This is an optimization exercise on Yosys and OpenROAD, whose aim is a short achievable clock period and few clock cycles, not a production implementation. Function was checked by simulation only, so behaviour that the tests miss may differ from the original. Power and IR drop assume default switching activity.

`flow/design.v`:
```
module clz24 (
    input  wire [23:0] v,
    output reg  [4:0]  n
);
    integer k;
    always @(*) begin
        n = 5'd24;
        for (k = 0; k < 24; k = k + 1)
            if (v[k]) n = 5'd23 - k[4:0];
    end
endmodule
module rot_unit (
    input  wire        clk,
    input  wire        lda,
    input  wire        ld,
    input  wire [7:0]  din,
    input  wire [7:0]  b0, b1, b2,
    output reg  [63:0] q1,
    output wire [63:0] q2_c
);
    reg [95:0] t0l;
    always @(*) begin
        case (b0[3:0])
            4'd0: t0l = 96'h0;
            4'd1: t0l = 96'h140e92968159fb60a5;
            4'd2: t0l = 96'h281d252d02b3f6c14a;
            4'd3: t0l = 96'h3c2bb7c3840df221ef;
            4'd4: t0l = 96'h503a4a5a0567ed8294;
            4'd5: t0l = 96'h6448dcf086c1e8e339;
            4'd6: t0l = 96'h78576f87081be443de;
            4'd7: t0l = 96'h8c66021d8975dfa483;
            4'd8: t0l = 96'ha07494b40acfdb0528;
            4'd9: t0l = 96'hb483274a8c29d665cd;
            4'd10: t0l = 96'hc891b9e10d83d1c672;
            4'd11: t0l = 96'hdca04c778eddcd2717;
            4'd12: t0l = 96'hf0aedf0e1037c887bc;
            4'd13: t0l = 96'h104bd71a49191c3e861;
            4'd14: t0l = 96'h118cc043b12ebbf4906;
            4'd15: t0l = 96'h12cda96d19445baa9ab;
            default: t0l = 96'd0;
        endcase
    end
    reg [95:0] t0h;
    always @(*) begin
        case (b0[7:4])
            4'd0: t0h = 96'h0;
            4'd1: t0h = 96'h140e92968159fb60a50;
            4'd2: t0h = 96'h281d252d02b3f6c14a0;
            4'd3: t0h = 96'h3c2bb7c3840df221ef0;
            4'd4: t0h = 96'h503a4a5a0567ed82940;
            4'd5: t0h = 96'h6448dcf086c1e8e3390;
            4'd6: t0h = 96'h78576f87081be443de0;
            4'd7: t0h = 96'h8c66021d8975dfa4830;
            4'd8: t0h = 96'ha07494b40acfdb05280;
            4'd9: t0h = 96'hb483274a8c29d665cd0;
            4'd10: t0h = 96'hc891b9e10d83d1c6720;
            4'd11: t0h = 96'hdca04c778eddcd27170;
            4'd12: t0h = 96'hf0aedf0e1037c887bc0;
            4'd13: t0h = 96'h104bd71a49191c3e8610;
            4'd14: t0h = 96'h118cc043b12ebbf49060;
            4'd15: t0h = 96'h12cda96d19445baa9ab0;
            default: t0h = 96'd0;
        endcase
    end
    reg [95:0] t1l;
    always @(*) begin
        case (b1[3:0])
            4'd0: t1l = 96'h0;
            4'd1: t1l = 96'h140e92968159fb60a500;
            4'd2: t1l = 96'h281d252d02b3f6c14a00;
            4'd3: t1l = 96'h3c2bb7c3840df221ef00;
            4'd4: t1l = 96'h503a4a5a0567ed829400;
            4'd5: t1l = 96'h6448dcf086c1e8e33900;
            4'd6: t1l = 96'h78576f87081be443de00;
            4'd7: t1l = 96'h8c66021d8975dfa48300;
            4'd8: t1l = 96'ha07494b40acfdb052800;
            4'd9: t1l = 96'hb483274a8c29d665cd00;
            4'd10: t1l = 96'hc891b9e10d83d1c67200;
            4'd11: t1l = 96'hdca04c778eddcd271700;
            4'd12: t1l = 96'hf0aedf0e1037c887bc00;
            4'd13: t1l = 96'h104bd71a49191c3e86100;
            4'd14: t1l = 96'h118cc043b12ebbf490600;
            4'd15: t1l = 96'h12cda96d19445baa9ab00;
            default: t1l = 96'd0;
        endcase
    end
    reg [95:0] t1h;
    always @(*) begin
        case (b1[7:4])
            4'd0: t1h = 96'h0;
            4'd1: t1h = 96'h140e92968159fb60a5000;
            4'd2: t1h = 96'h281d252d02b3f6c14a000;
            4'd3: t1h = 96'h3c2bb7c3840df221ef000;
            4'd4: t1h = 96'h503a4a5a0567ed8294000;
            4'd5: t1h = 96'h6448dcf086c1e8e339000;
            4'd6: t1h = 96'h78576f87081be443de000;
            4'd7: t1h = 96'h8c66021d8975dfa483000;
            4'd8: t1h = 96'ha07494b40acfdb0528000;
            4'd9: t1h = 96'hb483274a8c29d665cd000;
            4'd10: t1h = 96'hc891b9e10d83d1c672000;
            4'd11: t1h = 96'hdca04c778eddcd2717000;
            4'd12: t1h = 96'hf0aedf0e1037c887bc000;
            4'd13: t1h = 96'h104bd71a49191c3e861000;
            4'd14: t1h = 96'h118cc043b12ebbf4906000;
            4'd15: t1h = 96'h12cda96d19445baa9ab000;
            default: t1h = 96'd0;
        endcase
    end
    reg [95:0] t2l;
    always @(*) begin
        case (din[3:0])
            4'd0: t2l = 96'h0;
            4'd1: t2l = 96'h140e92968159fb60a50000;
            4'd2: t2l = 96'h281d252d02b3f6c14a0000;
            4'd3: t2l = 96'h3c2bb7c3840df221ef0000;
            4'd4: t2l = 96'h503a4a5a0567ed82940000;
            4'd5: t2l = 96'h6448dcf086c1e8e3390000;
            4'd6: t2l = 96'h78576f87081be443de0000;
            4'd7: t2l = 96'h8c66021d8975dfa4830000;
            4'd8: t2l = 96'ha07494b40acfdb05280000;
            4'd9: t2l = 96'hb483274a8c29d665cd0000;
            4'd10: t2l = 96'hc891b9e10d83d1c6720000;
            4'd11: t2l = 96'hdca04c778eddcd27170000;
            4'd12: t2l = 96'hf0aedf0e1037c887bc0000;
            4'd13: t2l = 96'h104bd71a49191c3e8610000;
            4'd14: t2l = 96'h118cc043b12ebbf49060000;
            4'd15: t2l = 96'h12cda96d19445baa9ab0000;
            default: t2l = 96'd0;
        endcase
    end
    reg [95:0] t2h;
    always @(*) begin
        case (din[7:4])
            4'd0: t2h = 96'h0;
            4'd1: t2h = 96'h140e92968159fb60a500000;
            4'd2: t2h = 96'h281d252d02b3f6c14a00000;
            4'd3: t2h = 96'h3c2bb7c3840df221ef00000;
            4'd4: t2h = 96'h503a4a5a0567ed829400000;
            4'd5: t2h = 96'h6448dcf086c1e8e33900000;
            4'd6: t2h = 96'h78576f87081be443de00000;
            4'd7: t2h = 96'h8c66021d8975dfa48300000;
            4'd8: t2h = 96'ha07494b40acfdb052800000;
            4'd9: t2h = 96'hb483274a8c29d665cd00000;
            4'd10: t2h = 96'hc891b9e10d83d1c67200000;
            4'd11: t2h = 96'hdca04c778eddcd271700000;
            4'd12: t2h = 96'hf0aedf0e1037c887bc00000;
            4'd13: t2h = 96'h104bd71a49191c3e86100000;
            4'd14: t2h = 96'h118cc043b12ebbf490600000;
            4'd15: t2h = 96'h12cda96d19445baa9ab00000;
            default: t2h = 96'd0;
        endcase
    end
    wire [95:0] aa_s0_0 = t0l ^ t0h ^ t1l;
    wire [95:0] aa_m0_0 = (t0l & t0h) | (t0l & t1l) | (t0h & t1l);
    wire [95:0] aa_c0_0 = {aa_m0_0[94:0], 1'b0};
    wire [95:0] aa_s1_0 = aa_s0_0 ^ aa_c0_0 ^ t1h;
    wire [95:0] aa_m1_0 = (aa_s0_0 & aa_c0_0) | (aa_s0_0 & t1h) | (aa_c0_0 & t1h);
    wire [95:0] aa_c1_0 = {aa_m1_0[94:0], 1'b0};
    wire [95:0] ab_s0_0 = aa_s1_0 ^ aa_c1_0 ^ t2l;
    wire [95:0] ab_m0_0 = (aa_s1_0 & aa_c1_0) | (aa_s1_0 & t2l) | (aa_c1_0 & t2l);
    wire [95:0] ab_c0_0 = {ab_m0_0[94:0], 1'b0};
    wire [95:0] ab_s1_0 = ab_s0_0 ^ ab_c0_0 ^ t2h;
    wire [95:0] ab_m1_0 = (ab_s0_0 & ab_c0_0) | (ab_s0_0 & t2h) | (ab_c0_0 & t2h);
    wire [95:0] ab_c1_0 = {ab_m1_0[94:0], 1'b0};
    reg  [95:0] ap_s, ap_c;
    always @(posedge clk) begin
        if (lda) begin
            ap_s <= ab_s1_0;
            ap_c <= ab_c1_0;
        end
    end
    wire        sg  = din[7];
    wire [6:0]  cm  = din[6:0] ^ {7{sg}};      
    wire [100:0] dr_s = {5'd0, ap_s} ^ {101{sg}};
    wire [100:0] dr_c = {5'd0, ap_c} ^ {101{sg}};
    reg [100:0] hr0;
    always @(*) begin
        case ({din[7], din[3:0]})
            5'd0: hr0 = 101'h0;
            5'd1: hr0 = 101'h140e92968159fb60a5000000;
            5'd2: hr0 = 101'h281d252d02b3f6c14a000000;
            5'd3: hr0 = 101'h3c2bb7c3840df221ef000000;
            5'd4: hr0 = 101'h503a4a5a0567ed8294000000;
            5'd5: hr0 = 101'h6448dcf086c1e8e339000000;
            5'd6: hr0 = 101'h78576f87081be443de000000;
            5'd7: hr0 = 101'h8c66021d8975dfa483000000;
            5'd8: hr0 = 101'ha07494b40acfdb0528000000;
            5'd9: hr0 = 101'hb483274a8c29d665cd000000;
            5'd10: hr0 = 101'hc891b9e10d83d1c672000000;
            5'd11: hr0 = 101'hdca04c778eddcd2717000000;
            5'd12: hr0 = 101'hf0aedf0e1037c887bc000000;
            5'd13: hr0 = 101'h104bd71a49191c3e861000000;
            5'd14: hr0 = 101'h118cc043b12ebbf4906000000;
            5'd15: hr0 = 101'h12cda96d19445baa9ab000000;
            5'd16: hr0 = 101'h140e92968159fb60a50000002;
            5'd17: hr0 = 101'h12cda96d19445baa9ab000002;
            5'd18: hr0 = 101'h118cc043b12ebbf4906000002;
            5'd19: hr0 = 101'h104bd71a49191c3e861000002;
            5'd20: hr0 = 101'hf0aedf0e1037c887bc000002;
            5'd21: hr0 = 101'hdca04c778eddcd2717000002;
            5'd22: hr0 = 101'hc891b9e10d83d1c672000002;
            5'd23: hr0 = 101'hb483274a8c29d665cd000002;
            5'd24: hr0 = 101'ha07494b40acfdb0528000002;
            5'd25: hr0 = 101'h8c66021d8975dfa483000002;
            5'd26: hr0 = 101'h78576f87081be443de000002;
            5'd27: hr0 = 101'h6448dcf086c1e8e339000002;
            5'd28: hr0 = 101'h503a4a5a0567ed8294000002;
            5'd29: hr0 = 101'h3c2bb7c3840df221ef000002;
            5'd30: hr0 = 101'h281d252d02b3f6c14a000002;
            5'd31: hr0 = 101'h140e92968159fb60a5000002;
            default: hr0 = 101'd0;
        endcase
    end
    reg [100:0] hr1;
    always @(*) begin
        case (din[7:4])
            4'd0: hr1 = 101'h0;
            4'd1: hr1 = 101'h140e92968159fb60a50000000;
            4'd2: hr1 = 101'h281d252d02b3f6c14a0000000;
            4'd3: hr1 = 101'h3c2bb7c3840df221ef0000000;
            4'd4: hr1 = 101'h503a4a5a0567ed82940000000;
            4'd5: hr1 = 101'h6448dcf086c1e8e3390000000;
            4'd6: hr1 = 101'h78576f87081be443de0000000;
            4'd7: hr1 = 101'h8c66021d8975dfa4830000000;
            4'd8: hr1 = 101'h8c66021d8975dfa4830000000;
            4'd9: hr1 = 101'h78576f87081be443de0000000;
            4'd10: hr1 = 101'h6448dcf086c1e8e3390000000;
            4'd11: hr1 = 101'h503a4a5a0567ed82940000000;
            4'd12: hr1 = 101'h3c2bb7c3840df221ef0000000;
            4'd13: hr1 = 101'h281d252d02b3f6c14a0000000;
            4'd14: hr1 = 101'h140e92968159fb60a50000000;
            4'd15: hr1 = 101'h0;
            default: hr1 = 101'd0;
        endcase
    end
    wire [100:0] p_s0_0 = hr0 ^ hr1 ^ dr_s;
    wire [100:0] p_m0_0 = (hr0 & hr1) | (hr0 & dr_s) | (hr1 & dr_s);
    wire [100:0] p_c0_0 = {p_m0_0[99:0], 1'b0};
    wire [100:0] p_s1_0 = p_s0_0 ^ p_c0_0 ^ dr_c;
    wire [100:0] p_m1_0 = (p_s0_0 & p_c0_0) | (p_s0_0 & dr_c) | (p_c0_0 & dr_c);
    wire [100:0] p_c1_0 = {p_m1_0[99:0], 1'b0};
    wire [23:0] lw  = {b2, b1, b0};
    wire [23:0] nlw = 24'd0 - lw;
    wire        lwz = (lw == 24'd0);
    wire [4:0]  lzl, lzn;
    clz24 u_clzl (.v(lw),  .n(lzl));
    clz24 u_clzn (.v(nlw), .n(lzn));
    wire [7:0]  mt  = (sg && lwz) ? (8'd0 - din) : {1'b0, cm};
    reg  [5:0]  lz;
    always @(*) begin
        if (mt[7]) lz = 6'd0;
        else if (mt[6]) lz = 6'd1;
        else if (mt[5]) lz = 6'd2;
        else if (mt[4]) lz = 6'd3;
        else if (mt[3]) lz = 6'd4;
        else if (mt[2]) lz = 6'd5;
        else if (mt[1]) lz = 6'd6;
        else if (mt[0]) lz = 6'd7;
        else lz = 6'd8 + {1'b0, (sg ? lzn : lzl)};
    end
    reg  [100:0] p_s, p_c;
    reg  [4:0]   lz1;
    reg          sg1, zr1;
    always @(posedge clk) begin
        if (ld) begin
            p_s <= p_s1_0;
            p_c <= p_c1_0;
            lz1 <= lz[4:0];
            sg1 <= sg;
            zr1 <= lz[5];
        end
    end
    wire [100:0] z_sum = (p_s << lz1) + (p_c << lz1);
    reg  [55:0]  z2;
    reg  [4:0]   lz2;
    reg          sg2, zr2;
    always @(posedge clk) begin
        z2  <= z_sum[100:45];
        lz2 <= lz1;
        sg2 <= sg1;
        zr2 <= zr1;
    end
    wire        top = z2[55];
    wire [53:0] xz  = z2[55:2];
    wire        gg  = top ? z2[2] : z2[1];
    wire [54:0] xg  = {1'b0, xz} + {54'd0, gg};
    wire [53:0] m1  = top ? xg[54:1] : xg[53:0];
    wire [10:0] e1  = 11'd1041 + {10'd0, top} - {6'd0, lz2};    
    wire [10:0] e1r = e1 + {10'd0, m1[53]};
    wire [116:0] m_s0_0 = (({63'd0, xz} << 1) & 117'h1fffffffffffffffffc00000000000) ^ (~({63'd0, xz} << 5) & 117'h1fffffffffffffffffc00000000000) ^ (~({63'd0, xz} << 8) & 117'h1fffffffffffffffffc00000000000);
    wire [116:0] m_m0_0 = ((({63'd0, xz} << 1) & 117'h1fffffffffffffffffc00000000000) & (~({63'd0, xz} << 5) & 117'h1fffffffffffffffffc00000000000)) | ((({63'd0, xz} << 1) & 117'h1fffffffffffffffffc00000000000) & (~({63'd0, xz} << 8) & 117'h1fffffffffffffffffc00000000000)) | ((~({63'd0, xz} << 5) & 117'h1fffffffffffffffffc00000000000) & (~({63'd0, xz} << 8) & 117'h1fffffffffffffffffc00000000000));
    wire [116:0] m_c0_0 = {m_m0_0[115:0], 1'b0};
    wire [116:0] m_s0_3 = (~({63'd0, xz} << 10) & 117'h1fffffffffffffffffc00000000000) ^ (({63'd0, xz} << 15) & 117'h1fffffffffffffffffc00000000000) ^ (({63'd0, xz} << 18) & 117'h1fffffffffffffffffc00000000000);
    wire [116:0] m_m0_3 = ((~({63'd0, xz} << 10) & 117'h1fffffffffffffffffc00000000000) & (({63'd0, xz} << 15) & 117'h1fffffffffffffffffc00000000000)) | ((~({63'd0, xz} << 10) & 117'h1fffffffffffffffffc00000000000) & (({63'd0, xz} << 18) & 117'h1fffffffffffffffffc00000000000)) | ((({63'd0, xz} << 15) & 117'h1fffffffffffffffffc00000000000) & (({63'd0, xz} << 18) & 117'h1fffffffffffffffffc00000000000));
    wire [116:0] m_c0_3 = {m_m0_3[115:0], 1'b0};
    wire [116:0] m_s0_6 = (({63'd0, xz} << 20) & 117'h1fffffffffffffffffc00000000000) ^ (~({63'd0, xz} << 25) & 117'h1fffffffffffffffffc00000000000) ^ (~({63'd0, xz} << 28) & 117'h1fffffffffffffffffc00000000000);
    wire [116:0] m_m0_6 = ((({63'd0, xz} << 20) & 117'h1fffffffffffffffffc00000000000) & (~({63'd0, xz} << 25) & 117'h1fffffffffffffffffc00000000000)) | ((({63'd0, xz} << 20) & 117'h1fffffffffffffffffc00000000000) & (~({63'd0, xz} << 28) & 117'h1fffffffffffffffffc00000000000)) | ((~({63'd0, xz} << 25) & 117'h1fffffffffffffffffc00000000000) & (~({63'd0, xz} << 28) & 117'h1fffffffffffffffffc00000000000));
    wire [116:0] m_c0_6 = {m_m0_6[115:0], 1'b0};
    wire [116:0] m_s0_9 = (~({63'd0, xz} << 30) & 117'h1fffffffffffffffffc00000000000) ^ (({63'd0, xz} << 35) & 117'h1fffffffffffffffffc00000000000) ^ (({63'd0, xz} << 38) & 117'h1fffffffffffffffffc00000000000);
    wire [116:0] m_m0_9 = ((~({63'd0, xz} << 30) & 117'h1fffffffffffffffffc00000000000) & (({63'd0, xz} << 35) & 117'h1fffffffffffffffffc00000000000)) | ((~({63'd0, xz} << 30) & 117'h1fffffffffffffffffc00000000000) & (({63'd0, xz} << 38) & 117'h1fffffffffffffffffc00000000000)) | ((({63'd0, xz} << 35) & 117'h1fffffffffffffffffc00000000000) & (({63'd0, xz} << 38) & 117'h1fffffffffffffffffc00000000000));
    wire [116:0] m_c0_9 = {m_m0_9[115:0], 1'b0};
    wire [116:0] m_s0_12 = (({63'd0, xz} << 40) & 117'h1fffffffffffffffffc00000000000) ^ (~({63'd0, xz} << 45) & 117'h1fffffffffffffffffc00000000000) ^ (~({63'd0, xz} << 48) & 117'h1fffffffffffffffffc00000000000);
    wire [116:0] m_m0_12 = ((({63'd0, xz} << 40) & 117'h1fffffffffffffffffc00000000000) & (~({63'd0, xz} << 45) & 117'h1fffffffffffffffffc00000000000)) | ((({63'd0, xz} << 40) & 117'h1fffffffffffffffffc00000000000) & (~({63'd0, xz} << 48) & 117'h1fffffffffffffffffc00000000000)) | ((~({63'd0, xz} << 45) & 117'h1fffffffffffffffffc00000000000) & (~({63'd0, xz} << 48) & 117'h1fffffffffffffffffc00000000000));
    wire [116:0] m_c0_12 = {m_m0_12[115:0], 1'b0};
    wire [116:0] m_s0_15 = (~({63'd0, xz} << 50) & 117'h1fffffffffffffffffc00000000000) ^ (({63'd0, xz} << 55) & 117'h1fffffffffffffffffc00000000000) ^ (({63'd0, xz} << 58) & 117'h1fffffffffffffffffc00000000000);
    wire [116:0] m_m0_15 = ((~({63'd0, xz} << 50) & 117'h1fffffffffffffffffc00000000000) & (({63'd0, xz} << 55) & 117'h1fffffffffffffffffc00000000000)) | ((~({63'd0, xz} << 50) & 117'h1fffffffffffffffffc00000000000) & (({63'd0, xz} << 58) & 117'h1fffffffffffffffffc00000000000)) | ((({63'd0, xz} << 55) & 117'h1fffffffffffffffffc00000000000) & (({63'd0, xz} << 58) & 117'h1fffffffffffffffffc00000000000));
    wire [116:0] m_c0_15 = {m_m0_15[115:0], 1'b0};
    wire [116:0] m_s0_18 = (({63'd0, xz} << 60) & 117'h1fffffffffffffffffc00000000000) ^ ({117{gg}} & 117'h147ac00000000000) ^ 117'h5400000000000;
    wire [116:0] m_m0_18 = ((({63'd0, xz} << 60) & 117'h1fffffffffffffffffc00000000000) & ({117{gg}} & 117'h147ac00000000000)) | ((({63'd0, xz} << 60) & 117'h1fffffffffffffffffc00000000000) & 117'h5400000000000) | (({117{gg}} & 117'h147ac00000000000) & 117'h5400000000000);
    wire [116:0] m_c0_18 = {m_m0_18[115:0], 1'b0};
    wire [116:0] m_s1_0 = m_s0_0 ^ m_c0_0 ^ m_s0_3;
    wire [116:0] m_m1_0 = (m_s0_0 & m_c0_0) | (m_s0_0 & m_s0_3) | (m_c0_0 & m_s0_3);
    wire [116:0] m_c1_0 = {m_m1_0[115:0], 1'b0};
    wire [116:0] m_s1_3 = m_c0_3 ^ m_s0_6 ^ m_c0_6;
    wire [116:0] m_m1_3 = (m_c0_3 & m_s0_6) | (m_c0_3 & m_c0_6) | (m_s0_6 & m_c0_6);
    wire [116:0] m_c1_3 = {m_m1_3[115:0], 1'b0};
    wire [116:0] m_s1_6 = m_s0_9 ^ m_c0_9 ^ m_s0_12;
    wire [116:0] m_m1_6 = (m_s0_9 & m_c0_9) | (m_s0_9 & m_s0_12) | (m_c0_9 & m_s0_12);
    wire [116:0] m_c1_6 = {m_m1_6[115:0], 1'b0};
    wire [116:0] m_s1_9 = m_c0_12 ^ m_s0_15 ^ m_c0_15;
    wire [116:0] m_m1_9 = (m_c0_12 & m_s0_15) | (m_c0_12 & m_c0_15) | (m_s0_15 & m_c0_15);
    wire [116:0] m_c1_9 = {m_m1_9[115:0], 1'b0};
    wire [116:0] m_s2_0 = m_s1_0 ^ m_c1_0 ^ m_s1_3;
    wire [116:0] m_m2_0 = (m_s1_0 & m_c1_0) | (m_s1_0 & m_s1_3) | (m_c1_0 & m_s1_3);
    wire [116:0] m_c2_0 = {m_m2_0[115:0], 1'b0};
    wire [116:0] m_s2_3 = m_c1_3 ^ m_s1_6 ^ m_c1_6;
    wire [116:0] m_m2_3 = (m_c1_3 & m_s1_6) | (m_c1_3 & m_c1_6) | (m_s1_6 & m_c1_6);
    wire [116:0] m_c2_3 = {m_m2_3[115:0], 1'b0};
    wire [116:0] m_s2_6 = m_s1_9 ^ m_c1_9 ^ m_s0_18;
    wire [116:0] m_m2_6 = (m_s1_9 & m_c1_9) | (m_s1_9 & m_s0_18) | (m_c1_9 & m_s0_18);
    wire [116:0] m_c2_6 = {m_m2_6[115:0], 1'b0};
    wire [116:0] m_s3_0 = m_s2_0 ^ m_c2_0 ^ m_s2_3;
    wire [116:0] m_m3_0 = (m_s2_0 & m_c2_0) | (m_s2_0 & m_s2_3) | (m_c2_0 & m_s2_3);
    wire [116:0] m_c3_0 = {m_m3_0[115:0], 1'b0};
    wire [116:0] m_s3_3 = m_c2_3 ^ m_s2_6 ^ m_c2_6;
    wire [116:0] m_m3_3 = (m_c2_3 & m_s2_6) | (m_c2_3 & m_c2_6) | (m_s2_6 & m_c2_6);
    wire [116:0] m_c3_3 = {m_m3_3[115:0], 1'b0};
    wire [116:0] m_s4_0 = m_s3_0 ^ m_c3_0 ^ m_s3_3;
    wire [116:0] m_m4_0 = (m_s3_0 & m_c3_0) | (m_s3_0 & m_s3_3) | (m_c3_0 & m_s3_3);
    wire [116:0] m_c4_0 = {m_m4_0[115:0], 1'b0};
    wire [116:0] m_s5_0 = m_s4_0 ^ m_c4_0 ^ m_c3_3;
    wire [116:0] m_m5_0 = (m_s4_0 & m_c4_0) | (m_s4_0 & m_c3_3) | (m_c4_0 & m_c3_3);
    wire [116:0] m_c5_0 = {m_m5_0[115:0], 1'b0};
    wire [116:0] m_s6_0 = m_s5_0 ^ m_c5_0 ^ m_c0_18;
    wire [116:0] m_m6_0 = (m_s5_0 & m_c5_0) | (m_s5_0 & m_c0_18) | (m_c5_0 & m_c0_18);
    wire [116:0] m_c6_0 = {m_m6_0[115:0], 1'b0};
    reg  [116:0] m_s, m_c;
    reg  [10:0]  e3, e3a, e3b;      
    reg          top3, sg3, zr3;
    always @(posedge clk) begin
        q1   <= zr2 ? 64'd0 : {sg2, e1r, m1[51:0]};
        m_s  <= m_s6_0;
        m_c  <= m_c6_0;
        e3   <= e1 - 11'd7;
        e3a  <= e1 - 11'd6;
        e3b  <= e1 - 11'd5;
        top3 <= top;
        sg3  <= sg2;
        zr3  <= zr2;
    end
    wire [70:0] sm = m_s[116:46] + m_c[116:46];
    wire [55:0] w4  = top3 ? sm[68:13] : sm[67:12];
    wire [10:0] e4 = e3, e4a = e3a, e4b = e3b;
    wire        sg4 = sg3, zr4 = zr3;
    wire        top2 = w4[55];
    wire [53:0] ma   = {1'b0, w4[55:3]} + {53'd0, w4[2]};
    wire [53:0] mb   = {1'b0, w4[54:2]} + {53'd0, w4[1]};
    wire [53:0] m2   = top2 ? ma : mb;
    wire [10:0] e2 = (top2 && m2[53]) ? e4b : ((top2 || m2[53]) ? e4a : e4);
    assign q2_c = zr4 ? 64'd0 : {sg4, e2, m2[51:0]};
endmodule
module framer (
    input  wire        clk,
    input  wire        rst,         
    input  wire        bus_we,
    input  wire [7:0]  bus_addr,
    input  wire [31:0] bus_wdata,
    output reg  [31:0] bus_rdata,
    output wire [7:0]  tx_data,
    output wire        tx_last,
    output wire        tx_valid,
    input  wire        tx_ready
);
    localparam [5:0] R_CMD = 6'h00, R_STATUS = 6'h01, R_ERRARG = 6'h02,
                     R_CFG = 6'h03, R_RPM_L = 6'h04, R_RPM_R = 6'h05,
                     R_RXD = 6'h06, R_CKRES = 6'h07, R_M1_RPM = 6'h08,
                     R_M1_STAT = 6'h09, R_M1_POS = 6'h0A, R_M2_RPM = 6'h0B,
                     R_M2_STAT = 6'h0C, R_M2_POS = 6'h0D, R_IO1 = 6'h0E,
                     R_IO2 = 6'h0F, R_IO1_FLAGS = 6'h10, R_M1_ROT_LO = 6'h11,
                     R_M1_ROT_HI = 6'h12, R_M2_ROT_LO = 6'h13,
                     R_M2_ROT_HI = 6'h14;
    localparam [3:0] OP_ENC_INIT = 4'h1, OP_STATUS_POLL = 4'h2,
                     OP_RPM_SET = 4'h3, OP_PARSE = 4'h4, OP_CKSUM = 4'h5;
    localparam [3:0] E_RPM_RANGE = 4'd1, E_UNKNOWN_LAYOUT = 4'd2,
                     E_TRUNCATED = 4'd3, E_CHECKSUM = 4'd4, E_ILLEGAL = 4'd5;
    localparam [2:0] RDY_L14 = 3'd3, RDY_L16 = 3'd3;
    reg         busy;
    reg         ph_tx, ph_rx, ph_wait, ph_fin;
    reg         cfg_vck;
    reg  [31:0] rpm_l, rpm_r;
    reg         done, err, ign;
    reg  [3:0]  errcode, lastop;
    reg  [15:0] errarg;
    reg  [7:0]  ckres;
    reg  [1:0]  layout;
    reg  [15:0] m1_rpm, m2_rpm, io1, io2;
    reg  [7:0]  m1_stat, m2_stat;
    reg  [31:0] m1_pos, m2_pos;
    reg  [63:0] m1_rot, m2_rot;
    reg  [7:0]  txsh [0:12];
    reg  [3:0]  txrem;
    reg         txv, txl;
    reg         rx_ck;          
    reg         vck;
    reg  [7:0]  rxb [0:22];
    reg  [4:0]  rxcnt;          
    reg  [7:0]  rxsum;
    reg  [7:0]  rxlast;
    reg  [2:0]  rcnt;           
    reg  [3:0]  pend_code;
    reg  [3:0]  pend_arg;
    integer i;
    wire [5:0] widx   = bus_addr[7:2];
    wire       wr_cmd = bus_we && (widx == R_CMD);
    wire       wr_sts = bus_we && (widx == R_STATUS);
    wire       wr_cfg = bus_we && (widx == R_CFG);
    wire       wr_rl  = bus_we && (widx == R_RPM_L);
    wire       wr_rr  = bus_we && (widx == R_RPM_R);
    wire       wr_rxd = bus_we && (widx == R_RXD);
    wire [3:0] op       = bus_wdata[3:0];
    wire [7:0] rx_data  = bus_wdata[7:0];
    wire       rx_end   = bus_wdata[8];
    wire       rx_nodat = bus_wdata[9];
    wire       accept = wr_cmd && !busy;
    wire       rx_wr  = wr_rxd && ph_rx;
    wire       rx_app = rx_wr && !rx_nodat;
    wire       rx_fin = rx_wr && rx_end;
    wire l_oor = (rpm_l[31:15] != {17{rpm_l[15]}});
    wire r_oor = (rpm_r[31:15] != {17{rpm_r[15]}});
    wire [7:0] rpm_body_sum = 8'hB7 + 8'hB8 + 8'h01 + 8'hCF + 8'h07 + 8'h01
                            + rpm_l[7:0] + rpm_l[15:8] + 8'h01
                            + rpm_r[7:0] + rpm_r[15:8] + 8'h00;
    wire [7:0] rpm_ck = 8'd0 - rpm_body_sum;
    wire        psel = (rxcnt >= 5'd12);         
    wire        rld  = rx_app && (rxcnt == 5'd11 || rxcnt == 5'd18);
    wire        rlda = rx_app && (rxcnt == 5'd10 || rxcnt == 5'd17);
    wire [63:0] ru_q1, ru_q2;
    rot_unit u_rot (.clk(clk), .lda(rlda), .ld(rld), .din(rx_data),
                    .b0(psel ? rxb[15] : rxb[8]),
                    .b1(psel ? rxb[16] : rxb[9]),
                    .b2(psel ? rxb[17] : rxb[10]),
                    .q1(ru_q1), .q2_c(ru_q2));
    reg  [2:0]  rv;            
    reg  [63:0] h1_q1, h1_q2;
    always @(posedge clk) begin
        rv <= {rv[1:0], rld && !psel};
        if (rv[2]) begin
            h1_q1 <= ru_q1;
            h1_q2 <= ru_q2;
        end
    end
    wire [63:0] r1_q1 = h1_q1, r1_q2 = h1_q2, r2_q1 = ru_q1, r2_q2 = ru_q2;
    wire [5:0] n_end   = {1'b0, rxcnt} + {5'd0, !rx_nodat};
    wire [7:0] d4_end  = (rxcnt == 5'd4 && !rx_nodat) ? rx_data : rxb[4];
    wire       e_lay14 = (d4_end == 8'd14);
    wire       e_lay16 = (d4_end == 8'd16);
    wire       e_short = (n_end < 6'd5);
    wire       e_trunc = e_lay14 ? (n_end < 6'd20) : (n_end < 6'd24);
    wire       e_sumnz = rx_nodat ? (rxsum != 8'd0) : (rx_data != 8'd0 - rxsum);
    wire [7:0] e_last  = rx_nodat ? rxlast : rx_data;
    wire [7:0] e_exp   = rx_nodat ? (rxlast - rxsum) : (8'd0 - rxsum);
    wire [7:0] ck_end  = rx_nodat ? (8'd0 - rxsum) : (8'd0 - rxsum - rx_data);
    wire       s_lay14 = (rxb[4] == 8'd14);
    wire       rot_rdy = (rcnt >= (s_lay14 ? RDY_L14 : RDY_L16));
    wire       end_ok  = !rx_ck && !e_short && (e_lay14 || e_lay16) && !e_trunc
                         && !(vck && e_sumnz);
    wire       succ    = (rx_fin && end_ok && rot_rdy) || (ph_wait && rot_rdy);
    wire       tx_xfer = txv && tx_ready;
    always @(posedge clk) begin
        if (rx_app && rxcnt < 5'd23)
            rxb[rxcnt] <= rx_data;
        if (accept) begin
            case (op)
                OP_ENC_INIT: begin
                    txsh[0] <= 8'hB7; txsh[1] <= 8'hB8; txsh[2] <= 8'h01;
                    txsh[3] <= 8'h0A; txsh[4] <= 8'h01; txsh[5] <= 8'h0A;
                    txsh[6] <= 8'h7B;
                end
                OP_STATUS_POLL: begin
                    txsh[0] <= 8'hB7; txsh[1] <= 8'hB8; txsh[2] <= 8'h01;
                    txsh[3] <= 8'h04; txsh[4] <= 8'h01; txsh[5] <= 8'hD8;
                    txsh[6] <= 8'hB3;
                end
                default: begin
                    txsh[0]  <= 8'hB7;        txsh[1]  <= 8'hB8;
                    txsh[2]  <= 8'h01;        txsh[3]  <= 8'hCF;
                    txsh[4]  <= 8'h07;        txsh[5]  <= 8'h01;
                    txsh[6]  <= rpm_l[7:0];   txsh[7]  <= rpm_l[15:8];
                    txsh[8]  <= 8'h01;
                    txsh[9]  <= rpm_r[7:0];   txsh[10] <= rpm_r[15:8];
                    txsh[11] <= 8'h00;        txsh[12] <= rpm_ck;
                end
            endcase
        end else if (tx_xfer) begin
            for (i = 0; i < 12; i = i + 1)
                txsh[i] <= txsh[i + 1];
        end
        if (rst) begin
            busy      <= 1'b0;
            ph_tx     <= 1'b0;
            ph_rx     <= 1'b0;
            ph_wait   <= 1'b0;
            ph_fin    <= 1'b0;
            cfg_vck   <= 1'b0;
            rpm_l     <= 32'd0;
            rpm_r     <= 32'd0;
            done      <= 1'b0;
            err       <= 1'b0;
            ign       <= 1'b0;
            errcode   <= 4'd0;
            lastop    <= 4'd0;
            errarg    <= 16'd0;
            ckres     <= 8'd0;
            layout    <= 2'd0;
            txrem     <= 4'd0;
            txv       <= 1'b0;
            txl       <= 1'b0;
            rx_ck     <= 1'b0;
            vck       <= 1'b0;
            rxcnt     <= 5'd0;
            rxsum     <= 8'd0;
            rxlast    <= 8'd0;
            rcnt      <= 3'd0;
            pend_code <= 4'd0;
            pend_arg  <= 4'd0;
        end else begin
            if (wr_sts && bus_wdata[3])
                ign <= 1'b0;
            if (wr_cfg)
                cfg_vck <= bus_wdata[0];
            if (wr_rl)
                rpm_l <= bus_wdata;
            if (wr_rr)
                rpm_r <= bus_wdata;
            if ((wr_cmd && busy) || (wr_rxd && !ph_rx))
                ign <= 1'b1;
            if (rcnt != 3'd0 && rcnt != 3'd7)
                rcnt <= rcnt + 3'd1;
            if (accept) begin
                busy    <= 1'b1;
                done    <= 1'b0;
                err     <= 1'b0;
                errcode <= 4'd0;
                errarg  <= 16'd0;
                ckres   <= 8'd0;
                layout  <= 2'd0;
                lastop  <= op;
                rcnt    <= 3'd0;
                case (op)
                    OP_ENC_INIT, OP_STATUS_POLL: begin
                        txrem <= 4'd7;
                        txv   <= 1'b1;
                        txl   <= 1'b0;
                        ph_tx <= 1'b1;
                    end
                    OP_RPM_SET: begin
                        if (l_oor || r_oor) begin
                            pend_code <= E_RPM_RANGE;
                            pend_arg  <= {2'd0, r_oor, l_oor};
                            ph_fin    <= 1'b1;
                        end else begin
                            txrem <= 4'd13;
                            txv   <= 1'b1;
                            txl   <= 1'b0;
                            ph_tx <= 1'b1;
                        end
                    end
                    OP_PARSE, OP_CKSUM: begin
                        rx_ck  <= (op == OP_CKSUM);
                        vck    <= cfg_vck;
                        rxcnt  <= 5'd0;
                        rxsum  <= 8'd0;
                        rxlast <= 8'd0;
                        ph_rx  <= 1'b1;
                    end
                    default: begin
                        pend_code <= E_ILLEGAL;
                        pend_arg  <= op;
                        ph_fin    <= 1'b1;
                    end
                endcase
            end
            if (tx_xfer) begin
                txrem <= txrem - 4'd1;
                txl   <= (txrem == 4'd2);
                if (txrem == 4'd1) begin
                    txv   <= 1'b0;
                    ph_tx <= 1'b0;
                    busy  <= 1'b0;
                    done  <= 1'b1;
                end
            end
            if (rx_app) begin
                if (rxcnt != 5'd31)
                    rxcnt <= rxcnt + 5'd1;
                rxsum  <= rxsum + rx_data;
                rxlast <= rx_data;
                if (rxcnt == 5'd18)
                    rcnt <= 3'd1;
            end
            if (rx_fin) begin
                ph_rx <= 1'b0;
                if (rx_ck) begin
                    ckres <= ck_end;
                    busy  <= 1'b0;
                    done  <= 1'b1;
                end else if (e_short) begin
                    errcode <= E_TRUNCATED;
                    errarg  <= {10'd0, n_end};
                    err     <= 1'b1;
                    busy    <= 1'b0;
                    done    <= 1'b1;
                end else if (!e_lay14 && !e_lay16) begin
                    errcode <= E_UNKNOWN_LAYOUT;
                    errarg  <= {8'd0, d4_end};
                    err     <= 1'b1;
                    busy    <= 1'b0;
                    done    <= 1'b1;
                end else if (e_trunc) begin
                    errcode <= E_TRUNCATED;
                    errarg  <= {10'd0, n_end};
                    err     <= 1'b1;
                    busy    <= 1'b0;
                    done    <= 1'b1;
                end else if (vck && e_sumnz) begin
                    errcode <= E_CHECKSUM;
                    errarg  <= {e_exp, e_last};
                    err     <= 1'b1;
                    busy    <= 1'b0;
                    done    <= 1'b1;
                end else if (!rot_rdy) begin
                    ph_wait <= 1'b1;
                end
            end
            if (succ) begin
                ph_wait <= 1'b0;
                busy    <= 1'b0;
                done    <= 1'b1;
                layout  <= s_lay14 ? 2'd1 : 2'd2;
            end
            if (ph_fin) begin
                ph_fin  <= 1'b0;
                busy    <= 1'b0;
                done    <= 1'b1;
                err     <= 1'b1;
                errcode <= pend_code;
                errarg  <= {12'd0, pend_arg};
            end
        end
    end
    always @(posedge clk) begin
        if (ph_rx || ph_wait) begin
            m1_rpm  <= {rxb[6], rxb[5]};
            m1_stat <= rxb[7];
            m1_pos  <= {rxb[11], rxb[10], rxb[9], rxb[8]};
            m2_rpm  <= {rxb[13], rxb[12]};
            m2_stat <= rxb[14];
            m2_pos  <= {rxb[18], rxb[17], rxb[16], rxb[15]};
            io1     <= {rxb[20], rxb[19]};
            io2     <= {rxb[22], rxb[21]};
            m1_rot  <= s_lay14 ? r1_q2 : r1_q1;
            m2_rot  <= s_lay14 ? r2_q2 : r2_q1;
        end
    end
    assign tx_valid = txv;
    assign tx_data  = txsh[0];
    assign tx_last  = txl;
    wire tel_ok = (layout != 2'd0);
    wire l16_ok = layout[1];
    always @(*) begin
        case (bus_addr[7:2])
            R_STATUS:    bus_rdata = {16'd0, lastop, 2'b00, layout, errcode,
                                      ign, err, done, busy};
            R_ERRARG:    bus_rdata = {16'd0, errarg};
            R_CFG:       bus_rdata = {31'd0, cfg_vck};
            R_RPM_L:     bus_rdata = rpm_l;
            R_RPM_R:     bus_rdata = rpm_r;
            R_CKRES:     bus_rdata = {24'd0, ckres};
            R_M1_RPM:    bus_rdata = tel_ok ? {{16{m1_rpm[15]}}, m1_rpm} : 32'd0;
            R_M1_STAT:   bus_rdata = tel_ok ? {24'd0, m1_stat} : 32'd0;
            R_M1_POS:    bus_rdata = tel_ok ? m1_pos : 32'd0;
            R_M2_RPM:    bus_rdata = tel_ok ? {{16{m2_rpm[15]}}, m2_rpm} : 32'd0;
            R_M2_STAT:   bus_rdata = tel_ok ? {24'd0, m2_stat} : 32'd0;
            R_M2_POS:    bus_rdata = tel_ok ? m2_pos : 32'd0;
            R_IO1:       bus_rdata = l16_ok ? {{16{io1[15]}}, io1} : 32'd0;
            R_IO2:       bus_rdata = l16_ok ? {{16{io2[15]}}, io2} : 32'd0;
            R_IO1_FLAGS: bus_rdata = l16_ok ? {25'd0, io1[6:0]} : 32'd0;
            R_M1_ROT_LO: bus_rdata = tel_ok ? m1_rot[31:0] : 32'd0;
            R_M1_ROT_HI: bus_rdata = tel_ok ? m1_rot[63:32] : 32'd0;
            R_M2_ROT_LO: bus_rdata = tel_ok ? m2_rot[31:0] : 32'd0;
            R_M2_ROT_HI: bus_rdata = tel_ok ? m2_rot[63:32] : 32'd0;
            default:     bus_rdata = 32'd0;    
        endcase
    end
endmodule
```
`flow/run.sh`:
```
#!/bin/bash
# synth_recipe.tcl (not shown) runs the flow's synth.tcl, then flattens the netlist and writes it again
# the make line also repeats each setting of config.mk as NAME=value (left out here)
make -C /OpenROAD-flow-scripts/flow DESIGN_CONFIG=/design/flow/config.mk WORK_HOME=/design/flow/orfs CLKGATE_MAP_FILE= SYNTH_SCRIPT=/design/flow/synth_recipe.tcl finish
```
`flow/config.mk`:
```
export PLATFORM = sky130hd
export DESIGN_NAME = framer
export DESIGN_NICKNAME = framer
export VERILOG_FILES = /design/flow/design.v
export SDC_FILE = /design/flow/constraint.sdc
export NUM_CORES = 4
export LEC_CHECK = 0
export ABC_CLOCK_PERIOD_IN_PS = 4000
export CAP_MARGIN = 20
export CORE_MARGIN = 2
export CORE_UTILIZATION = 40
export SETUP_SLACK_MARGIN = 5
export SLEW_MARGIN = 20
```
`flow/constraint.sdc`:
```
create_clock -name core_clock -period 10.0 [get_ports {clk}]
set_input_delay 2.0000 -clock core_clock [delete_from_list [all_inputs] [get_ports {clk}]]
set_output_delay 2.0000 -clock core_clock [all_outputs]
set_load 0.01 [all_outputs]
```
==> results.toml, run 1 <==
[floorplanning]
dieWidth_um = 530
io_pins = 86
std_cell_rows = 193
initial_core_util_pct = 40.1
dieArea_um2 = 281000
coreArea_um2 = 276000
die_h_um = 530

[outcome]
status = "no timing/DRC/antenna violations"

[detailed_routing]
topRoutingLayerUsed = "met5"
via_per_inst = 5.86
routed_wl_mm = 425
dr.pass1.iters = 8
post_drt_wl_per_cell_um = 28.7
vias = 86700
wl_met1_mm = 168
met3_length_mm = 36.1
first_iter_violations = 10200
drc = 0
met2_length_mm = 197
ant_nets = 0

[place]
portBuffers = 83
place.gp.congestion = 1.03
detailed_place_hpwl_mm = 323

[sta]
worst_slew_pin_slew_ns = 1.22
fin_worst_skew_ns = 0.0715
hold_viol = 0
setup_viol = 0
max_freq_ghz = 0.162
finalCriticalPeriod_ns = 6.17
slew_headroom_pct = 16.4
rsz0062_at_grt = "yes"
drv_slew = 0
whs_ns = 0.342
timing.final.crit_share_pct = 61.7
fin_setup_tns_ns = 0

[yosys]
yosys.area_share.simple_pct = 11.1
synth_top_area_share_pct = 27.5
synth.net_count = 12100
synth-compound-area-share_pct = 11.4
yosys-top-cells-area = "edfxtp_1 28%, fa_1 16%, dfxtp_1 8.4%"
synthAdderAreaFrac_pct = 22.1
async_reset_ff_share_pct = 0
synth_xor_area_share_pct = 3.82
synthDistinctLibCells = 102
synth_top_family_by_area = "adder cells"
syn_area_per_cell_um2 = 10.4
syn_inst = 10600
yosys_warnings = 4
yosys.area.top_type = "edfxtp_1"
synthMuxAreaShare_pct = 9.33
synth.yosys.seq_area_share_pct = 36.0
netlist_area_um2 = 111000
synth_edf_count = 1015
ys_ff_latch = 1481
ys.flop_type = "edfxtp_1"

[clock_network]
cts-root-buf = "clkbuf_16"
path_clk_slew_ns = 0.06
worstSkewPairLatency_ns = 0.88
cts_tree = "built"
clockBufferDepth = 3
cts_made_buffers = 160
clkSinkCount = 1481
htree_levels = 4

[global_route]
grt_pass1_vias = 84700
grt_pass1_wl_mm = 596
track_usage_pct = 29.2
grt-ovfl-total = 0
antenna_found_initial = 15
grt_start_max_net_pins = 138

[power_and_ir_drop]
intPower_uw = 10600
vdd_drop_max_mv = 0.205
power_density_nw_per_um2 = 106
p_clk_share_pct = 45.3
p_switching_uw = 3420
combPwrFrac_pct = 7.6
leakage_uw = 0.0535
seqPwrFrac_pct = 47.1
netSwitchingFraction_pct = 24.4
total_power_uw = 14000

[critical_path]
crit_top_cell = "buf_8"
cp_top_family = "buffers and inverters"
cp-start-kind = "primary input"
crit_path_cell_trace = "buf_8 -> nand2b_4 -> or3_4 -> nor3b_4 -> buf_6 -> buf_4 -> buf_8 -> buf_12 -> buf_16 -> a22oi_2 -> nand3_2 -> nor2_4 -> o211ai_1 -> buf_2"
crit_path_end_kind = "output port"
critPathMaxFanout = 4
critPathRequiredTime_ns = 8.00
critPathArrivalTime_ns = 4.17
path_buf_inv = 7
path_class = "in -> out"
critPathSlowestCell = "or3_4"
cp_slowest_stage_delay_ns = 0.38
rrSetupSlack_ns = 4.44

[layout]
drive_above_1_share_pct = 20.0
filler_cell_count = 25000
layout.nets = 12400
area_delta_synth_final_pct = 19.2

[worst_hold_path]
hold_path_class = "reg -> reg"

[job]
cap_violations = 0
sequential cells by signal (all words and copies together), names as in the netlist, 16 cells and up:
name	count
io1	16
u_rot.m_s	67
u_rot.z2	55
m2_rpm	16
m1_rpm	16
m2_pos	32
h1_q1	64
u_rot.ap_c	82
m2_rot	64
m1_pos	32
txsh	104
u_rot.q1	64
rpm_l	32
u_rot.m_c	67
u_rot.p_c	100
rxb	152
u_rot.p_s	101
rpm_r	32
io2	16
m1_rot	64
h1_q2	64
errarg	16
u_rot.ap_s	93
cells in the mapped netlist (all sizes together) (47+ instances only):
library cell  count
a21oi           590
ha              534
buf             134
a21o            144
a222oi           55
nand3           228
nor2            674
mux2            223
a31oi            91
inv            1288
mux4            211
nand2          1081
dfxtp           466
fa              888
nor2b            55
nand4            92
nand2b           49
xor2            227
o211ai           51
a22oi            95
nor4             50
a211oi           81
mux2i           306
clkbuf          397
o31ai            52
o21a             47
nor3            185
o21ai           399
xnor2           256
edfxtp         1015
and2             98
power by group through the flow:
stage	clock [µW]	combinational, µW	sequential (µW)
after detailed placement	0	997	6720
after floorplan	0	501	6720
after global placement	0	977	6720
after CTS	6400	1020	6590
after global routing	6640	1110	6590
final	6330	1060	6590
worst reg2reg max path, delay by kind of cell (launching register included):
kind	cells	cell delay, ns
simple gates	3	0.30
xor+xnor	1	0.15
buf+inv	3	0.75
mux	4	1.30
compound gates	9	2.10
flops	1	0.45
fa+ha+maj	1	0.42
cell type report:
cell class	count	area, µm²	share of cell area, %
sequential	1481	39900	30.2
timing repair buffer	676	7140	5.41
clock buffer	192	4230	3.20
timing repair inverter	2	16.3	0.0123
inverter	1294	5010	3.80
tap	3705	4640	3.51
antenna	3	7.51	0.00569
multi-input combinational	7321	69600	52.8
clock inverter	105	1420	1.07
cells by family (layout without fill, tap and decap cells):
family / count (synthesis) / after routing
AO/OA/AOI/OAI: 1954 / 1954
XOR/XNOR: 483 / 483
adder cells (fa/ha/maj): 1424 / 1424
buffers and inverters: 1825 / 2269
flip-flops: 1481 / 1481
multiplexers: 740 / 743
other: 0 / 3
AND/OR/NAND/NOR: 2714 / 2717
final timing paths:
kind | endpoint | cells past startpoint | startpoint
min | rv[1] | 0 | rv[0]
max reg2reg | u_rot.z2[51] | 21 | u_rot.lz1[1]
min reg2reg | rv[1] | 0 | rv[0]
max | bus_rdata[7] | 14 | bus_addr[7]
placed cells by master, fill, tap and decap left out, types with 79 or more instances in the layout:
cell,instances
a31oi_1,79
nand2_1,1060
a21oi_1,508
edfxtp_1,1015
clkbuf_16,168
mux2i_1,228
fa_1,862
ha_1,464
dfxtp_1,418
o21ai_0,308
buf_4,403
xnor2_1,232
nand4_1,91
a21o_1,142
xor2_1,214
nand3_1,192
nor3_1,153
nor2_1,627
buf_6,112
and2_1,89
mux4_2,211
mux2_2,171
inv_1,1252
metrics by stage:
| step | cells | utilization (%) | instance area [µm²] | setup WS (ns) |
|---|---|---|---|---|
| floorplan | 10600 | - | 111000 | 2.45 |
| global placement | 14000 | 41.9 | 116000 | 2.08 |
| detailed placement | 14000 | 41.9 | 116000 | 2.08 |
| CTS | 14600 | 46.6 | 129000 | 3.78 |
| global route | 14800 | 47.9 | 132000 | 3.74 |
| finish | 14800 | 47.9 | 132000 | 3.83 |
routing by layer:
metal,GRT usage [%],vias to the layer above
li1,-,37700
met1,38.7,43600
met2,47.1,4450
met3,4.69,874
met4,13.3,12
met5,0,-
repair_timing:
action	CTS	global route
hold buffers	0	0
endpoints found under the setup margin	796	475
endpoints found under the hold margin	0	0
resized for setup	1155	428
gates cloned	30	10
buffers inserted	266	146
pin swaps	262	218
Testbench counts, summed over its fixed seeds: cycles 13,975.
==> inputs of run 2 (changes only) <==
--- a/flow/config.mk
+++ b/flow/config.mk
@@ -9,5 +9,5 @@
 export CAP_MARGIN = 20
 export CORE_MARGIN = 2
-export CORE_UTILIZATION = 40
-export SETUP_SLACK_MARGIN = 5
+export CORE_UTILIZATION = 55
+export SETUP_SLACK_MARGIN = 4
 export SLEW_MARGIN = 20
==> run 2 against run 1 <==
Against the previous run: via count fell by 1.9%; clock power fell by 3%; synthesized cell count did not move; first-iteration DRC count rose by 4.4%; total power fell by 1.3%; non-clock buffer count fell by 335; hold slack got worse by 0.013 ns; area after synthesis did not move; sequential cell count did not move; critical path depth fell by 2; die area fell by 27%; final cell count fell by 9.4%; largest power group unchanged.
==> results.toml, run 2 <==
[outcome]
status = "no timing/DRC/antenna violations"

[sta]
fin_worst_skew_ns = 0.0740
rsz0062_at_grt = "yes"
setup_viol = 0
timing.final.crit_share_pct = 62.2
max_freq_ghz = 0.161
drv_slew = 0
finalCriticalPeriod_ns = 6.22
slew_headroom_pct = 18.8
fin_setup_tns_ns = 0
worst_slew_pin_slew_ns = 1.22
hold_viol = 0

[floorplanning]
std_cell_rows = 164
dieWidth_um = 453
initial_core_util_pct = 55.4
io_pins = 86
coreArea_um2 = 200000
dieArea_um2 = 205000
die_h_um = 453

[yosys]
ys.flop_type = "edfxtp_1"
synth.yosys.seq_area_share_pct = 36.0
yosys_warnings = 4
yosysMostFrequentCell = "inv_1"
syn_inst = 10600
yosys.area.top_type = "edfxtp_1"
ys_ff_latch = 1481
async_reset_ff_share_pct = 0
synth_edf_count = 1015
syn_area_per_cell_um2 = 10.4
synthDistinctLibCells = 102
netlist_area_um2 = 111000
yosys-top-cells-area = "edfxtp_1 28%, fa_1 16%, dfxtp_1 8.4%"
synth.cells.most_frequent = "1,286 x inv_1, 1,080 x nand2_1, 1,015 x edfxtp_1, 888 x fa_1, 674 x nor2_1"
synth.net_count = 12100
synth_top_area_share_pct = 27.5

[layout]
final_common_cell = "inv_1"
layout.nets = 12100
area_delta_synth_final_pct = 10.5
reg_top3 = "rxb: 152 flops, txsh: 104 flops, u_rot.p_s: 101 flops"
layout_common_cells = "1,277 x inv_1, 1,077 x nand2_1, 1,015 x edfxtp_1"
filler_cell_count = 16600
multi_input_area_um2 = 65300
drive_above_1_share_pct = 12.1
largest_reg_flops = 152
seqCellArea_um2 = 39800
finalNonFillerCells = 13400
largest-register = "rxb"

[place]
dp.cells = 13000
portBuffers = 83
place.gp.congestion = 1.05
detailed_place_hpwl_mm = 308

[critical_path]
critPathRequiredTime_ns = 8.00
crit_path_end_kind = "output port"
path_class = "in -> out"
critPathArrivalTime_ns = 4.22
cp-start-kind = "primary input"
rrSetupSlack_ns = 4.08
critPathMaxFanout = 9

[clock_network]
clkSinkCount = 1481
holdBufCountCts = 0
cts_tree = "built"
cts-root-buf = "clkbuf_16"
htree_levels = 4
clockBufferDepth = 3
path_clk_slew_ns = 0.06
cts_made_buffers = 160
worstSkewPairLatency_ns = 0.84

[detailed_routing]
post_drt_wl_per_cell_um = 29.4
via_per_inst = 6.35
drc = 0
vias = 85000
ant_nets = 0
first_iter_violations = 10700
dr.pass1.iters = 7
routed_wl_mm = 394

[global_route]
grt-ovfl-total = 0
grt_pass1_wl_mm = 562
grt_pass1_vias = 82600
track_usage_pct = 37.8
antenna_found_initial = 16
grt_start_max_net_pins = 142

[job]
cap_violations = 0

[power_and_ir_drop]
vdd_drop_max_mv = 0.170
power_density_nw_per_um2 = 113
leakage_uw = 0.0504

[worst_hold_path]
hold_path_class = "reg -> reg"
run 2: through the flow:
| step | util, % | cell area (µm²) | hold slack, ns | power [µW] | setup slack [ns] |
|---|---|---|---|---|---|
| 6_report | 61.2 | 122000 | 0.330 | 13800 | 3.78 |
| 5_1_grt | 61.2 | 122000 | 0.342 | 14100 | 3.69 |
| 4_1_cts | 60.6 | 121000 | 0.333 | 13800 | 3.88 |
| 3_5_place_dp | 57.1 | 114000 | 0.322 | 7720 | 2.28 |
| 3_3_place_gp | 57.1 | 114000 | 0.311 | 7700 | 2.35 |
| 2_1_floorplan | - | 111000 | 0.310 | 7220 | 2.45 |
run 2: per-layer routing:
| layer | share of wire, % | vias up | track usage (%) |
|---|---|---|---|
| met5 | 0.018 | - | 0 |
| met4 | 5.8 | 10 | 18.1 |
| met3 | 9.3 | 914 | 7.07 |
| met2 | 46 | 4557 | 60.0 |
| met1 | 39 | 42500 | 50.2 |
| li1 | - | 37000 | - |
run 2: layout make-up:
type,count,area share [%]
repair buffers,341,2.77
multi-input cells,7315,53.4
clock buffers,201,3.52
flip-flops and latches,1481,32.5
well taps,2656,2.72
repair inverters,1,0.00716
inverters,1294,4.05
clock inverters,93,1.00
diodes,7,0.0143
run 2: power breakdown:
part	internal (µW)	total [µW]	switching, µW
Sequential	6580	6590	8.29
Combinational	358	1040	685
Clock	3530	6170	2630
Total	10500	13800	3330
run 2: worst max-delay path, stage by stage:
cell and delay [ns]:
buf_4 0.16, nand2b_4 0.17, nor4_4 0.04, buf_12 0.14, buf_4 0.14, a222oi_1 0.35, nand3_2 0.19, a221oi_4 0.29
nor2b_2 0.08, o21ai_2 0.30, nand3_1 0.15, buf_2 0.20
run 2: kinds of logic after synthesis:
group,synth area share [%]
multiplexers,9.33
buffers and inverters,6.22
adder cells (fa/ha/maj),22.1
flip-flops,36.0
AND/OR/NAND/NOR,11.1
AO/OA/AOI/OAI,11.4
XOR/XNOR,3.82
run 2: worst paths after layout:
kind / end / cells past startpoint / start
worst max-delay path: bus_rdata[2] / 12 / bus_addr[5]
worst min-delay path: rv[2] / 0 / rv[1]
worst max register to register: u_rot.z2[34] / 21 / u_rot.lz1[1]
worst min register to register: rv[2] / 0 / rv[1]
run 2: repair_timing:
action | in CTS | in global routing
setup endpoints to repair | 260 | 156
gates resized for setup | 318 | 150
buffers inserted | 64 | 41
cloned | 8 | 8
pin swaps | 54 | 54
==> inputs of run 3 (changes only) <==
--- a/flow/config.mk
+++ b/flow/config.mk
@@ -9,5 +9,5 @@
 export CAP_MARGIN = 20
 export CORE_MARGIN = 2
-export CORE_UTILIZATION = 55
+export CORE_UTILIZATION = 30
 export SETUP_SLACK_MARGIN = 4
 export SLEW_MARGIN = 20
==> run 3 against run 2 <==
Against the previous run: still clean; hold slack improved by 0.017 ns; combinational power barely moved; clock skew fell by 0.012 ns; fmax fell by 0.40%; clock power fell by 2%; first-iteration DRC count fell by 4.0%; clock-buffer cell count rose by 12; core utilization fell by 27 points; non-clock buffer count fell by 40; sequential share of layout area fell by 0.52 points; synthesized cell count did not move; area after synthesis did not move; largest cell class unchanged; highest routed layer unchanged.
==> results.toml, run 3 <==
[outcome]
status = "no timing/DRC/antenna violations"

[yosys]
synthAdderAreaFrac_pct = 22.1
synth.yosys.seq_area_share_pct = 36.0
yosys-top-cells-area = "edfxtp_1 28%, fa_1 16%, dfxtp_1 8.4%"
synth.cells.most_frequent = "1,286 x inv_1, 1,080 x nand2_1, 1,015 x edfxtp_1, 888 x fa_1, 674 x nor2_1"
yosys_warnings = 4
synth_edf_count = 1015
yosys.area_share.simple_pct = 11.1
syn_area_per_cell_um2 = 10.4
netlist_area_um2 = 111000
ys_ff_latch = 1481
async_reset_ff_share_pct = 0
synthMuxAreaShare_pct = 9.33
yosysMostFrequentCell = "inv_1"
ys.flop_type = "edfxtp_1"
synthDistinctLibCells = 102
synth-compound-area-share_pct = 11.4
synth_top_area_share_pct = 27.5
synth_top_family_by_area = "adder cells"
synth.net_count = 12100
yosys.area.top_type = "edfxtp_1"
syn_inst = 10600
synth_xor_area_share_pct = 3.82

[critical_path]
cp-start-kind = "primary input"
r2r-end = "m2_rot[32]"
critPathArrivalTime_ns = 4.24
path_class = "in -> out"
crit-reg2reg-launch = "u_rot.m_c[51]"
critPathMaxFanout = 6
rrSetupSlack_ns = 4.07
crit_path_end_kind = "output port"
reg2reg_depth = 20
critPathRequiredTime_ns = 8.00

[layout]
layout.nets = 12000
finalNonFillerCells = 15500
area_delta_synth_final_pct = 12.3
layout_common_cells = "1,278 x inv_1, 1,079 x nand2_1, 1,015 x edfxtp_1"
filler_cell_count = 36800
drive_above_1_share_pct = 11.4
largest_reg_flops = 152
reg_top3 = "rxb: 152 flops, txsh: 104 flops, u_rot.p_s: 101 flops"
multi_input_area_um2 = 65100
seqCellArea_um2 = 39800
final_common_cell = "inv_1"
utilization_pct = 33.8
largest-register = "rxb"

[clock_network]
holdBufCountCts = 0
clockBufferDepth = 3
cts_made_buffers = 158
cts_tree = "built"
path_clk_slew_ns = 0.06
htree_levels = 4
cts-root-buf = "clkbuf_16"
worstSkewPairLatency_ns = 0.83
clkSinkCount = 1481

[worst_hold_path]
min_from = "u_rot.sg2"
hold_path_depth = 0
min_to = "u_rot.sg3"
hold_path_class = "reg -> reg"

[detailed_routing]
routed_wl_mm = 387
post_drt_wl_per_cell_um = 24.9
ant_nets = 0
vias = 82700
via_per_inst = 5.33
first_iter_violations = 10200
dr.pass1.iters = 14
drc = 0

[floorplanning]
dieArea_um2 = 374000
dieWidth_um = 611
coreArea_um2 = 368000
io_pins = 86
initial_core_util_pct = 30.1
std_cell_rows = 223
die_h_um = 611

[global_route]
antenna_found_initial = 18
track_usage_pct = 20.1
grt_pass1_vias = 79400
grt_pass1_wl_mm = 553
grt-ovfl-total = 0
grt_start_max_net_pins = 177

[sta]
slew_headroom_pct = 15.2
max_freq_ghz = 0.160
timing.final.crit_share_pct = 62.4
rsz0062_at_grt = "yes"
worst_slew_pin_slew_ns = 1.26
fin_worst_skew_ns = 0.0619
setup_viol = 0
drv_slew = 0
finalCriticalPeriod_ns = 6.24
fin_setup_tns_ns = 0
hold_viol = 0

[place]
dp.cells = 15200
detailed_place_hpwl_mm = 303
portBuffers = 83
place.gp.congestion = 0.987

[power_and_ir_drop]
leakage_uw = 0.0502
power_density_nw_per_um2 = 110
vdd_drop_max_mv = 0.180

[job]
cap_violations = 0
==> run 3: cell counts after synthesis <==
Identical to the previous run, type by type.
==> run 3: final cells by class <==
type	instances	area share [%]
clock buffers	213	3.54
multi-input cells	7315	52.4
inverters	1294	3.96
well taps	4837	4.87
flip-flops and latches	1481	32.0
clock inverters	80	0.796
diodes	5	0.0101
repair buffers	301	2.43
==> run 3: how the worst max path moves through the flow <==
stage,endpoint,slack (ns),startpoint,cells past startpoint
floorplan,u_rot.ap_c[10],2.45,bus_addr[2],7
global placement,bus_rdata[6],2.03,bus_addr[6],10
detailed placement,bus_rdata[6],2.01,bus_addr[7],10
CTS,bus_rdata[1],3.73,bus_addr[7],12
global route,bus_rdata[1],3.70,bus_addr[7],12
finish,bus_rdata[1],3.76,bus_addr[7],12
==> run 3: where the power goes <==
group	leakage [µW]	internal, µW	switching [µW]	total (µW)
Combinational	0.0346	354	694	1050
Sequential	0.0130	6580	8.38	6590
Clock	0.00261	3450	2600	6060
==> run 3: critical path, cell delays in order <==
cell	delay (ns)
buf_8	0.09
nand2b_4	0.13
or3_4	0.16
nor2_4	0.06
buf_12	0.13
a222oi_1	0.49
nand3_1	0.21
a221oi_2	0.32
nor2b_1	0.10
o21ai_2	0.21
nand3_2	0.15
buf_6	0.17
==> run 3: metal layers <==
metal  GRT usage [%]  wire [µm]
met3            3.74      35100
met1            28.4     166000
met4            7.54      16500
met5               0         37
met2            30.5     169000
==> run 3: what timing repair did <==
item | in CTS | in global routing
buffers inserted | 40 | 22
setup endpoints to repair | 179 | 144
hold endpoints to repair | 0 | 0
resized for setup | 319 | 157
pin swaps | 48 | 64
cloned | 7 | 7
==> run 3: stage by stage <==
| step | cell area [µm²] | worst slack (ns) | power [µW] | hold WS, ns |
|---|---|---|---|---|
| finish | 124000 | 3.76 | 13700 | 0.347 |
| global route | 124000 | 3.70 | 14100 | 0.340 |
| global placement | 117000 | 2.03 | 7710 | 0.314 |
| detailed placement | 117000 | 2.01 | 7730 | 0.321 |
| CTS | 123000 | 3.73 | 13800 | 0.330 |
| floorplan | 111000 | 2.45 | 7220 | 0.310 |
==> run 3: kinds of logic after synthesis <==
family                     Yosys count
muxes                              740
and+or+nand+nor                   2714
adders and majority gates         1424
AOI/OAI and AO/OA                 1954
DFF                               1481
xor gates and xnor gates           483
buffers and inverters             1825
==> inputs of run 4 (changes only) <==
--- a/flow/config.mk
+++ b/flow/config.mk
@@ -9,5 +9,6 @@
 export CAP_MARGIN = 20
 export CORE_MARGIN = 2
-export CORE_UTILIZATION = 30
+export CORE_UTILIZATION = 40
+export PLACE_DENSITY = 0.75
 export SETUP_SLACK_MARGIN = 4
 export SLEW_MARGIN = 20
==> run 4 against run 3 <==
Against the previous run: still clean; total power down 1.3%; die area down 25%; area after synthesis unchanged; critical path depth up 2; sequential cell count unchanged; register-to-register slack better by 0.02 ns; sequential share of layout area up 0.46 points; wire length down 3.4%; via count up 3.1%; core utilization up 11 points; clock-buffer cell count down 29; critical path type unchanged; critical endpoint is now bus_rdata[3]; largest cell class unchanged; largest power group unchanged; highest routed layer unchanged.
==> results.toml, run 4 <==
[outcome]
status = "no timing/DRC/antenna violations"

[critical_path]
path_class = "in -> out"
critPathRequiredTime_ns = 8.00
crit_top_cell = "buf_4"
crit_path_cell_trace = "buf_8 -> buf_4 -> nor2_4 -> buf_4 -> nand3_4 -> nor2_2 -> buf_12 -> a22oi_1 -> nand3_1 -> a221oi_2 -> nor2b_1 -> o21ai_2 -> nand3_2 -> buf_6"
path_buf_inv = 5
critPathMaxFanout = 32
cp-start-kind = "primary input"
critPathSlowestCell = "a221oi_2"
crit_path_end_kind = "output port"
cp_slowest_stage_delay_ns = 0.33
cp_top_family = "compound AO/OA/AOI/OAI gates"
critPathArrivalTime_ns = 4.29

[floorplanning]
coreArea_um2 = 276000
io_pins = 86
die_h_um = 530
dieArea_um2 = 281000
initial_core_util_pct = 40.1
std_cell_rows = 193
dieWidth_um = 530

[sta]
finalCriticalPeriod_ns = 6.29
fin_setup_tns_ns = 0
rsz0062_at_grt = "yes"
fin_worst_skew_ns = 0.0513
timing.final.crit_share_pct = 62.9
setup_viol = 0
drv_slew = 0
slew_headroom_pct = 13.3
worst_slew_pin_slew_ns = 1.26
hold_viol = 0
max_freq_ghz = 0.159

[place]
portBuffers = 83
place.gp.congestion = 1.05
detailed_place_hpwl_mm = 286
place_area_um2 = 115000

[global_route]
grt_start_max_net_pins = 160
grt_pass1_vias = 80800
use_met3_pct = 6.43
grtUsageMet1_pct = 35.0
grt-ovfl-total = 0
busiest_layer = "met2"
track_usage_pct = 25.8
antenna_found_initial = 12
grt_util_met2_pct = 38.8
grt_pass1_wl_mm = 537

[detailed_routing]
vias = 85300
dr.pass1.iters = 10
routed_wl_mm = 374
drc = 0
ant_nets = 0
first_iter_violations = 12600
post_drt_wl_per_cell_um = 26.0
via_per_inst = 5.93

[yosys]
ys.flop_type = "edfxtp_1"
async_reset_ff_share_pct = 0
synth_top_area_share_pct = 27.5
yosysMostFrequentCell = "inv_1"
synth.net_count = 12100
syn_area_per_cell_um2 = 10.4
syn_inst = 10600
synthDistinctLibCells = 102
yosys.area.top_type = "edfxtp_1"
synth.cells.most_frequent = "1,286 x inv_1, 1,080 x nand2_1, 1,015 x edfxtp_1, 888 x fa_1, 674 x nor2_1"
yosys-top-cells-area = "edfxtp_1 28%, fa_1 16%, dfxtp_1 8.4%"
synth_edf_count = 1015
netlist_area_um2 = 111000
ys_ff_latch = 1481
synth.yosys.seq_area_share_pct = 36.0
yosys_warnings = 4

[power_and_ir_drop]
leakage_uw = 0.0500
power_density_nw_per_um2 = 110
vdd_drop_max_mv = 0.196

[layout]
area_delta_synth_final_pct = 10.7
layout_common_cells = "1,280 x inv_1, 1,079 x nand2_1, 1,015 x edfxtp_1"
final_common_cell = "inv_1"
finalInstanceArea_um2 = 123000
largest_reg_flops = 152
drive_above_1_share_pct = 11.2
largest-register = "rxb"
layout.nets = 12000
reg_top3 = "rxb: 152 flops, txsh: 104 flops, u_rot.p_s: 101 flops"

[clock_network]
htree_levels = 4
cts_made_buffers = 149
worstSkewPairLatency_ns = 0.81
clkSinkCount = 1481
cts-root-buf = "clkbuf_16"
cts_tree = "built"
path_clk_slew_ns = 0.07
clockBufferDepth = 3

[job]
cap_violations = 0

[worst_hold_path]
hold_path_class = "reg -> reg"
## run 4: cell counts after synthesis
No cell type changed its count.
## run 4: timing repair
action                                  CTS  global route
cloned                                    7             6
endpoints found under the setup margin  405           317
setup buffers                            38            33
gates resized for setup                 304           140
pin swaps                                58            54
hold buffers                              0             0
## run 4: cells by family after synthesis
logic type | synth area share, %
AOI/OAI and AO/OA | 11.4
xor gates and xnor gates | 3.82
adders and majority gates | 22.1
buffers and inverters | 6.22
DFF | 36.0
muxes | 9.33
and+or+nand+nor | 11.1
## run 4: stage by stage
stage          worst slack [ns]  hold slack (ns)  total power (µW)  util, %  cells
2_1_floorplan              2.45            0.310              7220        -  10600
3_3_place_gp               2.40            0.310              7660     41.8  14000
3_5_place_dp               2.42            0.314              7690     41.8  14000
4_1_cts                    3.78            0.327             13500     44.1  14300
5_1_grt                    3.73            0.332             13800     44.4  14400
6_report                   3.71            0.327             13500     44.5  14400
## run 4: per-layer routing
layer / part of all wire [%] / wire, µm / vias up
met2: 43 / 163000 / 5524
met1: 39 / 144000 / 42000
met5: 0.025 / 92 / -
met3: 13 / 47100 / 908
li1: - / - / 36900
met4: 5.4 / 20100 / 12
## run 4: worst paths after layout
path                                   from            to  slack (ns)  cells past startpoint
worst max-delay path            bus_addr[7]  bus_rdata[3]        3.71                     14
worst min register to register        rv[1]         rv[2]        0.33                      0
worst min-delay path                  rv[1]         rv[2]        0.33                      0
worst max register to register     rxcnt[3]  u_rot.lz1[4]        4.09                     18
## run 4: report_power, final
group          internal, µW  leakage (µW)  switching (µW)
registers              6580        0.0130            10.8
logic                   348        0.0345             677
clock network          3350       0.00250            2550
## run 4: final cells by class
cell class	count	area, µm²
Sequential cell	1481	39800
Multi-Input combinational cell	7316	65100
Antenna cell	6	15.0
Tap cell	3705	4640
Inverter	1294	4900
Clock inverter	93	1190
Clock buffer	184	4010
Timing Repair Buffer	292	2910
Fill cell	25300	153000

[what the ideal ports hide]
Ports are ideal in the flow. The routed layouts listed here were re-timed in OpenROAD.
Step 1 sets driving cells, clkbuf_16 on the clock port and buf_2 on the other inputs (assumed; they add their load-dependent delay and slew).
Step 2 times the ports against the registers' clock, not the clock port: input delays grow and output delays shrink by t, the midpoint of the rising clock arrivals with the driver on.
Three values: ideal ports, drivers, drivers and shift; two values: the first two.
run	t (ns)	setup WS [ns]
run 1	0.933	3.831 / 3.783 / 3.783
run 2	0.893	3.783 / 3.751 / 3.307
run 3	0.909	3.758 / 3.705 / 3.153
run 4	0.873	3.712 / 3.663 / 3.248
After both steps every run listed still meets setup and hold.
